What follows belongs to an exercise in optimizing a design on an open flow for small area, a short achievable clock period and few clock cycles per item; a production flow would make more cautious choices.
At most, simulation tests tie the RTL to the original design; equivalence was not proved.
The flow treats the clock pin as an ideal source, which a real chip does not have.
No activity file was given, so power comes from the tool's default toggle rates.

P:
// ccsds_demux
module ccsds_demux (
    input  wire        clk,
    input  wire        rst,            
    input  wire [10:0] cfg_frame_len,  
    input  wire [5:0]  cfg_shl,        
    input  wire        cfg_has_ocf,    
    input  wire        cfg_has_fecf,   
    input  wire        in_valid,
    output wire        in_ready,
    input  wire [7:0]  in_data,
    output reg         out_valid,
    input  wire        out_ready,
    output reg  [7:0]  out_data,
    output wire [2:0]  out_vc,
    output reg         out_sop,        
    output reg         out_eop,        
    output reg         out_close,      
    output reg         out_idle        
);
Size: ~790 cells after synthesis, roughly 230 flip-flops, roughly 48 I/O pins, about 8700 um2 of cells after synthesis.
Settings: LEC_CHECK=0, CAP_MARGIN=40, CORE_MARGIN=2, CORE_UTILIZATION=70, CTS_CLUSTER_DIAMETER=80, CTS_CLUSTER_SIZE=25, PLACE_DENSITY=0.8, SLEW_MARGIN=30; clock period 10.0 ns.
standard.sh (not shown) runs the stock make flow with config.mk's settings and CLKGATE_MAP_FILE= SYNTH_SCRIPT=/design/flow/synth_recipe.tcl, a recipe that flattens the netlist after the stock synthesis.
==> flow/flow/run.sh <==
#!/bin/bash
# Standard ORFS layout; timing repair aimed at a tighter setup margin and
# port buffers of the smallest buffer cell (resized later by repair).
set -euo pipefail
bash standard.sh SETUP_SLACK_MARGIN=7 "BUFFER_PORTS_ARGS=-buffer_cell sky130_fd_sc_hd__buf_1" finish > flow_make.log 2>&1
Relative to P, the following input files were edited for Q:
# P
export LEC_CHECK = 0
export CAP_MARGIN = 40
export CORE_MARGIN = 2
export CORE_UTILIZATION = 70
export CTS_CLUSTER_DIAMETER = 80
export CTS_CLUSTER_SIZE = 25
export PLACE_DENSITY = 0.8
export SLEW_MARGIN = 30
create_clock -name core_clock -period 10.0 [get_ports {clk}]
# Q
export LEC_CHECK = 0
export CAP_MARGIN = 40
export CORE_MARGIN = 2
export CORE_UTILIZATION = 70
export CTS_CLUSTER_DIAMETER = 80
export CTS_CLUSTER_SIZE = 25
export PLACE_DENSITY = 0.8
export SLEW_MARGIN = 30
export TNS_END_PERCENT = 10
create_clock -name core_clock -period 10.0 [get_ports {clk}]
--- outcome ---
- Per the comparison of Q with P, fmax shows a reduction of 0.0030 GHz; placement-stage worst setup slack has decreased; first-pass GRT wire length moved down; source-to-sink clock delay at the later pin of the worst-skew pair essentially unchanged.
- Comparing Q against P, there is no change at all in number of sinks on the clock net.
- Number of signal-net buffers in the layout is lower on P
- As far as instance count along the most critical hold path goes, Q and P are indistinguishable; the numbers are identical.
- Q falls short of P in minimum setup slack in the final design.
- Looking at type of the worst setup path, the register to output pin result is from P; the primary input to register one comes from Q.
- Delta (Q minus P): routed wire length now sits lower, wire length on met1 down 1.3%, non-clock buffer share of cell area essentially unchanged.
Here is what was changed in the inputs of R compared with Q.
# Q
export LEC_CHECK = 0
export CAP_MARGIN = 40
export CORE_MARGIN = 2
export CORE_UTILIZATION = 70
export CTS_CLUSTER_DIAMETER = 80
export CTS_CLUSTER_SIZE = 25
export PLACE_DENSITY = 0.8
export SLEW_MARGIN = 30
export TNS_END_PERCENT = 10
create_clock -name core_clock -period 10.0 [get_ports {clk}]
# R
export LEC_CHECK = 0
export CAP_MARGIN = 40
export CORE_MARGIN = 2
export CORE_UTILIZATION = 70
export CTS_CLUSTER_DIAMETER = 80
export CTS_CLUSTER_SIZE = 25
export PLACE_DENSITY = 0.8
export SLEW_MARGIN = 30
create_clock -name core_clock -period 10.0 [get_ports {clk}]
==> flow/flow/run.sh <==
#!/bin/bash
# Standard ORFS layout with three changes:
#  - timing repair aims at a 7 ns setup margin (the tools otherwise stop
#    at 0 ns slack on the 10 ns clock),
#  - port buffers start as the smallest buffer (repair resizes them),
#  - the clock tree's first H-tree level is taken out after CTS: the root
#    buffer drives the leaf buffers directly (every register still gets
#    its clock through two buffers, balanced).
set -euo pipefail
here=$(pwd)
knobs=(SETUP_SLACK_MARGIN=7 "BUFFER_PORTS_ARGS=-buffer_cell sky130_fd_sc_hd__buf_1")
bash standard.sh "${knobs[@]}" cts > flow_make_cts.log 2>&1
res=$(ls -d "$here"/orfs/results/*/ccsds_demux/base)
RES="$res" openroad -no_init -exit "$here/flow/flat_clk.tcl" > flow_flat_clk.log 2>&1
bash standard.sh "${knobs[@]}" finish > flow_make_finish.log 2>&1
==> flow/flow/flat_clk.tcl (new file) <==
# Remove the first level of the clock H-tree: move the fanout of every clock
# buffer driven by the root buffer onto the root buffer's net.
set p $::env(FLOW_HOME)/platforms/sky130hd
read_lef $p/lef/sky130_fd_sc_hd.tlef
read_lef $p/lef/sky130_fd_sc_hd_merged.lef
read_liberty $p/lib/sky130_fd_sc_hd__tt_025C_1v80.lib
read_db $::env(RES)/4_cts.odb
set block [ord::get_db_block]
set clknet [$block findNet clk]
set roots {}
foreach it [$clknet getITerms] { lappend roots [$it getInst] }
if {[llength $roots] != 1} { puts "clock port drives [llength $roots] cells; left as is"; exit 0 }
set root [lindex $roots 0]
set rootout ""
foreach it [$root getITerms] { if {[$it isOutputSignal]} { set rootout [$it getNet] } }
set l1 {}
foreach it [$rootout getITerms] {
  if {[$it isInputSignal] && [string match "*clkbuf*" [[[$it getInst] getMaster] getName]]} {
    lappend l1 [$it getInst]
  }
}
foreach b $l1 {
  set onet ""
  foreach it [$b getITerms] { if {[$it isOutputSignal]} { set onet [$it getNet] } }
  set n 0
  foreach it [$onet getITerms] {
    if {[$it getInst] eq $b} continue
    $it disconnect
    $it connect $rootout
    incr n
  }
  puts "removed [$b getName]: $n loads moved to [$rootout getName]"
  odb::dbInst_destroy $b
  odb::dbNet_destroy $onet
}
write_db $::env(RES)/4_cts.odb
## What came out
- Taking Q as the reference, in R global-route usage over all layers rose 1.9 points, detailed-route wire length went up, timing-limited maximum frequency flat, power share of the clock group went down by 2.0 points, static leakage comparable.
- Post-route standard cell area excluding fillers of R falls short of that of Q slightly.
- Q → R: clock tree buffer count of the final layout decreased by 1 relative to the old numbers; total power lower.
No functional check of the RTL was part of any run of this note.

========
ccsds_demux, a different RTL version from the one above (not shown whole).
For scale: ~730 cells after synthesis, roughly 230 flip-flops.
==> flow/config.mk <==
export PLATFORM = sky130hd
export DESIGN_NAME = ccsds_demux
export DESIGN_NICKNAME = ccsds_demux
export VERILOG_FILES = /design/flow/design.v
export SDC_FILE = /design/flow/constraint.sdc
export NUM_CORES = 4
export LEC_CHECK = 0
export CAP_MARGIN = 40
export CORE_MARGIN = 2
export CORE_UTILIZATION = 70
export CTS_CLUSTER_DIAMETER = 80
export CTS_CLUSTER_SIZE = 25
export PLACE_DENSITY = 0.8
export SLEW_MARGIN = 30
export TNS_END_PERCENT = 2
==> flow/constraint.sdc <==
create_clock -name core_clock -period 10.0 [get_ports {clk}]
set_input_delay 2.0000 -clock core_clock [delete_from_list [all_inputs] [get_ports {clk}]]
set_output_delay 2.0000 -clock core_clock [all_outputs]
set_load 0.01 [all_outputs]
==> flow/flow/run.sh <==
#!/bin/bash
# Standard ORFS layout; timing repair aimed at a tighter setup margin and
# port buffers of the smallest buffer cell (resized later by repair).
set -euo pipefail
bash standard.sh SETUP_SLACK_MARGIN=7 "BUFFER_PORTS_ARGS=-buffer_cell sky130_fd_sc_hd__buf_1" finish > flow_make.log 2>&1
Testbench counts at the start, summed over its fixed seeds: cycles 197,997, bytes 197,840.
Change:
--- a/flow/config.mk
+++ b/flow/config.mk
@@ -6,5 +6,5 @@
 export NUM_CORES = 4
 export LEC_CHECK = 0
-export CAP_MARGIN = 40
+export CAP_MARGIN = 20
 export CORE_MARGIN = 2
 export CORE_UTILIZATION = 70
@@ -12,4 +12,4 @@
 export CTS_CLUSTER_SIZE = 25
 export PLACE_DENSITY = 0.8
-export SLEW_MARGIN = 30
+export SLEW_MARGIN = 20
 export TNS_END_PERCENT = 2
Result:
- The new run ran to the end with no violations
- worst hold slack improved by 0.0037 ns
- non-clock buffer count falls by 1
- power falls by 0.36%
- wire length goes down by 2.5%
- die area stays the same
- count of clock-buffer cells in the layout stays the same
- final area is lower by 0.34%
- global-route usage is lower by 0.93 points
- combinational power hardly moves
- via count decreases by 1.6%

## re-timing with driven ports
The flow's constraints put no driver on any port. The routed layouts listed below were extracted and timed again, unchanged, in two steps. Step 1 sets driving cells, clkbuf_16 on the clock port and buf_2 on the other inputs (assumed; they add their load-dependent delay and slew). Step 2, shift: input delay + t, output delay - t, t = (earliest + latest rising clock arrival at the registers) / 2. This alone moves slack from input paths to output paths. Slacks: ideal ports / drivers / drivers and shift; pairs: ideal ports / drivers.
run	shift t [ns]	setup slack, ns	worst setup path at the end
P	0.499	6.979 / 6.939 / 6.541	input to register
Q	0.492	6.951 / 6.955 / 6.465	input to register
R	0.441	6.954 / 6.975 / 6.534	input to register
the first run of note 2	0.496	6.942 / 6.899 / 6.503	input to register
the second run of note 2	0.494	6.933 / 6.893 / 6.496	input to register
After both steps setup and hold are still met in every run listed. For Q, which loses most, drivers alone change the setup slack by +0.004 ns; drivers and shift together by -0.486 ns.
